Context: an optimization exercise on an open-source flow, tuned for small area, a short achievable clock period and few clock cycles per item. The choices shown serve that exercise and are no tape-out recipe. Function was checked by simulation only, so behaviour that the tests miss may differ from the original.

## flow/design.v (module list and top-level ports; edited modules follow where they fit)
// module yuv2rgba_rows_r: 175 lines
// module yuv2rgba_acc_r: 156 lines
// module yuv2rgba_rows_g: 363 lines
// module yuv2rgba_acc_g: 144 lines
// module yuv2rgba_rows_b: 159 lines
// module yuv2rgba_acc_b: 154 lines
// module yuv2rgba_div: 40 lines
// module yuv2rgba_dtab: 43 lines
// module yuv2rgba: 123 lines
module yuv2rgba (
    input  wire        clk,
    input  wire        rst,
    input  wire        in_valid,
    output wire        in_ready,
    input  wire [31:0] in_y,
    input  wire [31:0] in_u,
    input  wire [31:0] in_v,
    input  wire [4:0]  in_depth_m1,
    output wire        out_valid,
    input  wire        out_ready,
    output wire [31:0] out_rgba
);
  // ...
==> flow/run.sh <==
#!/bin/bash
# synth_recipe.tcl (not shown) runs the flow's synth.tcl, then flattens the netlist and writes it again
# the make line also repeats each setting of config.mk as NAME=value (left out here)
make -C /OpenROAD-flow-scripts/flow DESIGN_CONFIG=/design/flow/config.mk WORK_HOME=/design/flow/orfs CLKGATE_MAP_FILE= SYNTH_SCRIPT=/design/flow/synth_recipe.tcl finish
==> flow/config.mk <==
export PLATFORM = sky130hd
export DESIGN_NAME = yuv2rgba
export DESIGN_NICKNAME = yuv2rgba
export VERILOG_FILES = /design/flow/design.v
export SDC_FILE = /design/flow/constraint.sdc
export NUM_CORES = 4
export LEC_CHECK = 0
export CAP_MARGIN = 20
export CORE_MARGIN = 2
export CORE_UTILIZATION = 65
export PLACE_DENSITY = 0.75
export SLEW_MARGIN = 20
==> flow/constraint.sdc <==
create_clock -name core_clock -period 16.0 [get_ports {clk}]
set_input_delay 3.2000 -clock core_clock [delete_from_list [all_inputs] [get_ports {clk}]]
set_output_delay 3.2000 -clock core_clock [all_outputs]
set_load 0.01 [all_outputs]
==> impl_metrics.sql, run 1 <==
INSERT INTO impl_metrics (metric_group, metric, value, unit) VALUES
('floorplan', 'initial_core_util', '65.6', '%'),
('critical_path', 'timing.critical_path.to_type', 'flop', ''),
('detailed_routing', 'drt_pre_antenna_iters', '6', ''),
('global_routing', 'grt_pass1_wl', '276000', 'µm'),
('global_routing', 'grt.overflow.total', '0', ''),
('finish', 'area_added_between_synthesis_and_finish', '8.31', '%'),
('finish', 'largest_cell_class_by_area', 'multi-input gates', ''),
('status', 'result_of_the_run', 'complete, no violations', ''),
('yosys', 'async_flop_share', '0', '%'),
('detailed_routing', 'finalWirelength', '177000', 'µm'),
('floorplan', 'core_box_area', '93200', 'µm²'),
('yosys', 'yosys.area.top_type_share', '15.5', '%'),
('global_routing', 'use_met3', '5.13', '%'),
('clock_tree', 'cts_post_setup_buffers_inserted', '0', ''),
('detailed_routing', 'drt_iter0_drc', '4256', ''),
('global_routing', 'pin_count_of_the_biggest_net_entering_global_routing', '91', ''),
('detailed_routing', 'num_vias', '51478', ''),
('min_path', 'hold_path_class', 'flop to flop', ''),
('place', 'dpl.hpwl', '141000', 'µm'),
('finish', 'clkCellAreaFrac', '3.96', '%'),
('yosys', 'synth_top_flop_cell', 'sky130_fd_sc_hd__dfxtp_1', ''),
('finish', 'num-multi-input-gates', '5293', ''),
('timing', 'final_hold_viol_count', '0', ''),
('finish', 'largest-register', 'u_acc_r.x', ''),
('detailed_routing', 'wl_met2', '80300', 'µm'),
('place', 'preCtsSetupSlack', '10.10', 'ns'),
('min_path', 'hold_depth', '0', ''),
('critical_path', 'timing.critical_path.to', 'u_acc_r.x[49]', ''),
('yosys', 'syn-mean-instance-area', '8.76', 'µm²'),
('yosys', 'synthesis.nets', '8187', ''),
('yosys', 'edff_count_synth', '141', ''),
('floorplan', 'die_outline_area', '96500', 'µm²');
Testbench counts, summed over its fixed seeds: cycles 32,061, pixels 8,000.
==> run 2: changes to the inputs <==
--- a/flow/config.mk
+++ b/flow/config.mk
@@ -7,6 +7,6 @@
 export LEC_CHECK = 0
 export CAP_MARGIN = 20
 export CORE_MARGIN = 2
-export CORE_UTILIZATION = 65
-export PLACE_DENSITY = 0.75
+export CORE_UTILIZATION = 40
+export PLACE_DENSITY = 0.6
 export SLEW_MARGIN = 20
==> impl_metrics.sql, run 2 <==
INSERT INTO impl_metrics (metric_group, metric, value, unit) VALUES
('detailed_routing', 'drc', '0', ''),
('critical_path', 'critical_path_class', 'flop to flop', ''),
('finish', 'largest_reg_flops', '53', ''),
('yosys', 'post_synth_num_cell_types', '100', ''),
('critical_path', 'cpMaxStageDelayCell', 'sky130_fd_sc_hd__dfxtp_4', ''),
('timing', 'grt_setup_unrepaired', 'no', ''),
('critical_path', 'crit_arrival', '6.58', 'ns'),
('detailed_routing', 'avgViaCountPerCell', '5.52', ''),
('critical_path', 'cp_num_buf_inv', '2', ''),
('yosys', 'yosysMostFrequentCell', 'sky130_fd_sc_hd__inv_1', ''),
('global_routing', 'grt.overflow.total', '0', ''),
('yosys', 'synth_top_flop_cell', 'sky130_fd_sc_hd__dfxtp_1', ''),
('global_routing', 'track_usage', '23.1', '%'),
('critical_path', 'crit_path_cell_trace', 'buf_4, mux2_2, ha_1, a21oi_1, o21ai_0, a311oi_1, o2bb2ai_1, o21ai_0, nand3_1, a21oi_4, buf_4, o21ai_0, mux2i_1, a21oi_1', ''),
('yosys', 'synth.cell_area', '61100', 'µm²'),
('yosys', 'ys_top_cells_by_count', 'sky130_fd_sc_hd__inv_1 (858), sky130_fd_sc_hd__ha_1 (758), sky130_fd_sc_hd__a21oi_1 (595), sky130_fd_sc_hd__dfxtp_1 (473), sky130_fd_sc_hd__nand2_1 (450)', ''),
('min_path', 'hold_path_class', 'flop to flop', ''),
('detailed_routing', 'wire_per_inst', '20.1', 'µm'),
('floorplan', 'die_outline_area', '156000', 'µm²'),
('place', 'dpl.hpwl', '149000', 'µm'),
('yosys', 'synth-seq-area-share', '22.4', '%'),
('floorplan', 'rows', '143', ''),
('yosys', 'syn_inst', '6979', ''),
('critical_path', 'slowest_delay', '0.82', 'ns'),
('critical_path', 'regToRegSetupSlack', '9.84', 'ns'),
('critical_path', 'critPathRequiredTime', '16.41', 'ns'),
('floorplan', 'initial_core_util', '40.2', '%'),
('timing', 'finalCriticalPeriod', '6.16', 'ns'),
('detailed_routing', 'drt_pre_antenna_iters', '6', ''),
('job', 'drv_cap', '0', ''),
('floorplan', 'core_box_area', '152000', 'µm²'),
('critical_path', 'critical_path.top_delay_family', 'compound AO/OA/AOI/OAI gates', ''),
('global_routing', 'pin_count_of_the_biggest_net_entering_global_routing', '83', ''),
('critical_path', 'critical_path.startpoint_type', 'flop', ''),
('finish', 'largest-register', 'u_acc_r.x', ''),
('yosys', 'yosys.area.top_type_share', '15.5', '%'),
('timing', 'worst_clock_skew', '0.0562', 'ns'),
('timing', 'final_hold_viol_count', '0', ''),
('timing', 'max_clock_freq', '0.162', 'GHz'),
('clock_tree', 'cts.repair.resized', '0', ''),
('global_routing', 'vias_in_the_first_global_route', '49378', ''),
('finish', 'finalNetCount', '8237', ''),
('place', 'place.gp.congestion', '0.943', ''),
('clock_tree', 'cts_tree', 'yes', ''),
('yosys', 'syn-mean-instance-area', '8.76', 'µm²'),
('clock_tree', 'cts_post_setup_buffers_inserted', '0', ''),
('clock_tree', 'path_clk_slew', '0.06', 'ns'),
('floorplan', 'fp.dieH', '395', 'µm'),
('finish', 'layout_commonest_cell', 'sky130_fd_sc_hd__inv_1', ''),
('global_routing', 'grt_pass1_wl', '284000', 'µm'),
('clock_tree', 'clk_latency', '0.70', 'ns'),
('critical_path', 'timing.critical_path.to_type', 'flop', ''),
('timing', 'timing.setup.tns', '0', 'ns'),
('timing', 'setup_violations', '0', ''),
('yosys', 'edff_count_synth', '141', ''),
('finish', 'mostFrequentLayoutCells', 'sky130_fd_sc_hd__inv_1 (858), sky130_fd_sc_hd__ha_1 (758), sky130_fd_sc_hd__a21oi_1 (593), sky130_fd_sc_hd__dfxtp_1 (470), sky130_fd_sc_hd__nand2_1 (450)', ''),
('finish', 'post_route_cells_drive_above_1_share', '6.15', '%'),
('clock_tree', 'cts_max_level', '3', ''),
('yosys', 'async_flop_share', '0', '%'),
('timing', 'normalized_max_slew_margin', '26.6', '%'),
('timing', 'final_min_period_over_clock_period', '38.5', '%'),
('clock_tree', 'numClockSinks', '614', ''),
('timing', 'worst_pin_slew', '1.10', 'ns'),
('place', 'placement.io_buffers', '137', ''),
('detailed_routing', 'finalWirelength', '184000', 'µm'),
('detailed_routing', 'postRouteAntennaNets', '0', ''),
('clock_tree', 'clockRootBuffer', 'sky130_fd_sc_hd__clkbuf_16', ''),
('finish', 'area_added_between_synthesis_and_finish', '10.4', '%'),
('detailed_routing', 'num_vias', '50380', ''),
('yosys', 'synthesis.nets', '8187', ''),
('status', 'result_of_the_run', 'complete, no violations', ''),
('floorplan', 'die_w', '395', 'µm'),
('detailed_routing', 'drt_iter0_drc', '3842', ''),
('clock_tree', 'holdBufCountCts', '0', ''),
('yosys', 'postSynthRegisterBits', '614', ''),
('yosys', 'netlist.top_cell.by_area', 'sky130_fd_sc_hd__ha_1', ''),
('critical_path', 'crit_top_cell', 'sky130_fd_sc_hd__o21ai_0', ''),
('clock_tree', 'cts_inserted_buffers', '80', ''),
('yosys', 'synth.yosys.warnings', '9', ''),
('yosys', 'synth.area.top_cells', 'sky130_fd_sc_hd__ha_1 (16%), sky130_fd_sc_hd__dfxtp_1 (15%), sky130_fd_sc_hd__fa_1 (11%)', ''),
('floorplan', 'pin_count', '139', ''),
('clock_tree', 'cts_buffer_depth', '3', ''),
('finish', 'largestRegisters', 'u_acc_r.x x53, u_acc_b.x x52, u_acc_g.x x52', ''),
('critical_path', 'worst-path-max-fanout', '54', ''),
('global_routing', 'number_of_antenna_violations_at_the_first_check_in_global_routing', '3', ''),
('timing', 'finalMaxSlewViolations', '0', '');
[run 2: cell counts after synthesis]
No cell type changed its count.
[run 2: routing by layer]
layer  routed length (µm)  vias to the layer above  global-route usage [%]
met1                83400                    23927                    31.1
met4                 8250                        0                    9.80
met2                83100                     1502                    37.5
met3                 9090                      339                    2.57
li1                     -                    24612                       -
met5                    0                        -                       0
[run 2: worst reg2reg max path, delay by kind of cell (launching register included)]
| kind | cells | cell delay, ns |
|---|---|---|
| AO/OA/AOI/OAI | 8 | 2.31 |
| adder cells (fa/ha/maj) | 1 | 0.36 |
| buffers and inverters | 2 | 1.23 |
| flip-flops | 1 | 0.82 |
| multiplexers | 2 | 0.77 |
| AND/OR/NAND/NOR | 1 | 0.41 |
[run 2: final cells by class]
cell class / count / area (µm²)
Antenna cell: 1 / 2.50
Clock buffer: 113 / 2400
Clock inverter: 35 / 474
Fill cell: 14820 / 84500
Inverter: 861 / 3230
Multi-Input combinational cell: 5293 / 43400
Sequential cell: 614 / 13700
Tap cell: 2030 / 2540
Timing Repair Buffer: 179 / 1690
[run 2: cell families after synthesis]
kind of cell    share of synthesized area (%)
xor+xnor                                 6.58
buf+inv                                  6.70
other cells                           0.00614
mux                                      4.75
fa+ha+maj                                26.8
compound gates                           20.3
flops                                    22.4
simple gates                             12.4
[run 2: path summary, 6_finish.rpt]
| check | from | cells past startpoint | to |
|---|---|---|---|
| min reg2reg | u_rows_r.pa[2] | 0 | u_acc_r.x[2] |
| max reg2reg | load | 14 | out_bgr[8] |
| min | u_rows_r.pa[2] | 0 | u_acc_r.x[2] |
| max | load | 14 | out_bgr[8] |
[run 2: per-stage QoR]
stage / utilization, % / worst slack, ns / cells / hold WS (ns) / instance area, µm²
3_5_place_dp: 42.5 / 9.95 / 8976 / 0.324 / 64500
5_1_grt: 44.4 / 9.41 / 9125 / 0.340 / 67400
4_1_cts: 44.4 / 9.91 / 9124 / 0.339 / 67400
2_1_floorplan: - / 11.14 / 6979 / 0.310 / 61100
3_3_place_gp: 42.5 / 10.00 / 8976 / 0.312 / 64500
6_report: 44.4 / 9.84 / 9126 / 0.335 / 67500

==> separate check: timing with driven ports <==
The flow's constraints put no driver on any port. The routed layouts listed below were extracted and timed again, unchanged, in two steps. Step 1, drivers: a clkbuf_16 drives clk and a buf_2 each remaining input, both assumed. Step 2 adds t to the input delays and takes it off the output delays; t is the mean of the earliest and latest rising clock arrival at the registers after step 1. Input paths then give back, and output paths get back, about the clock's delay inside the block. Three values: ideal, step 1, step 2; two values: the first two.
| run | t (ns) | slack for setup (ns) | worst register clock-pin slew, ns | cell pins on the clock port's net |
|---|---|---|---|---|
| run 1 | 0.722 | 9.976 / 9.976 / 9.976 | 0.07 / 0.07 | 1 |
| run 2 | 0.762 | 9.836 / 9.836 / 9.836 | 0.07 / 0.07 | 1 |
After both steps setup and hold are still met in every run listed.
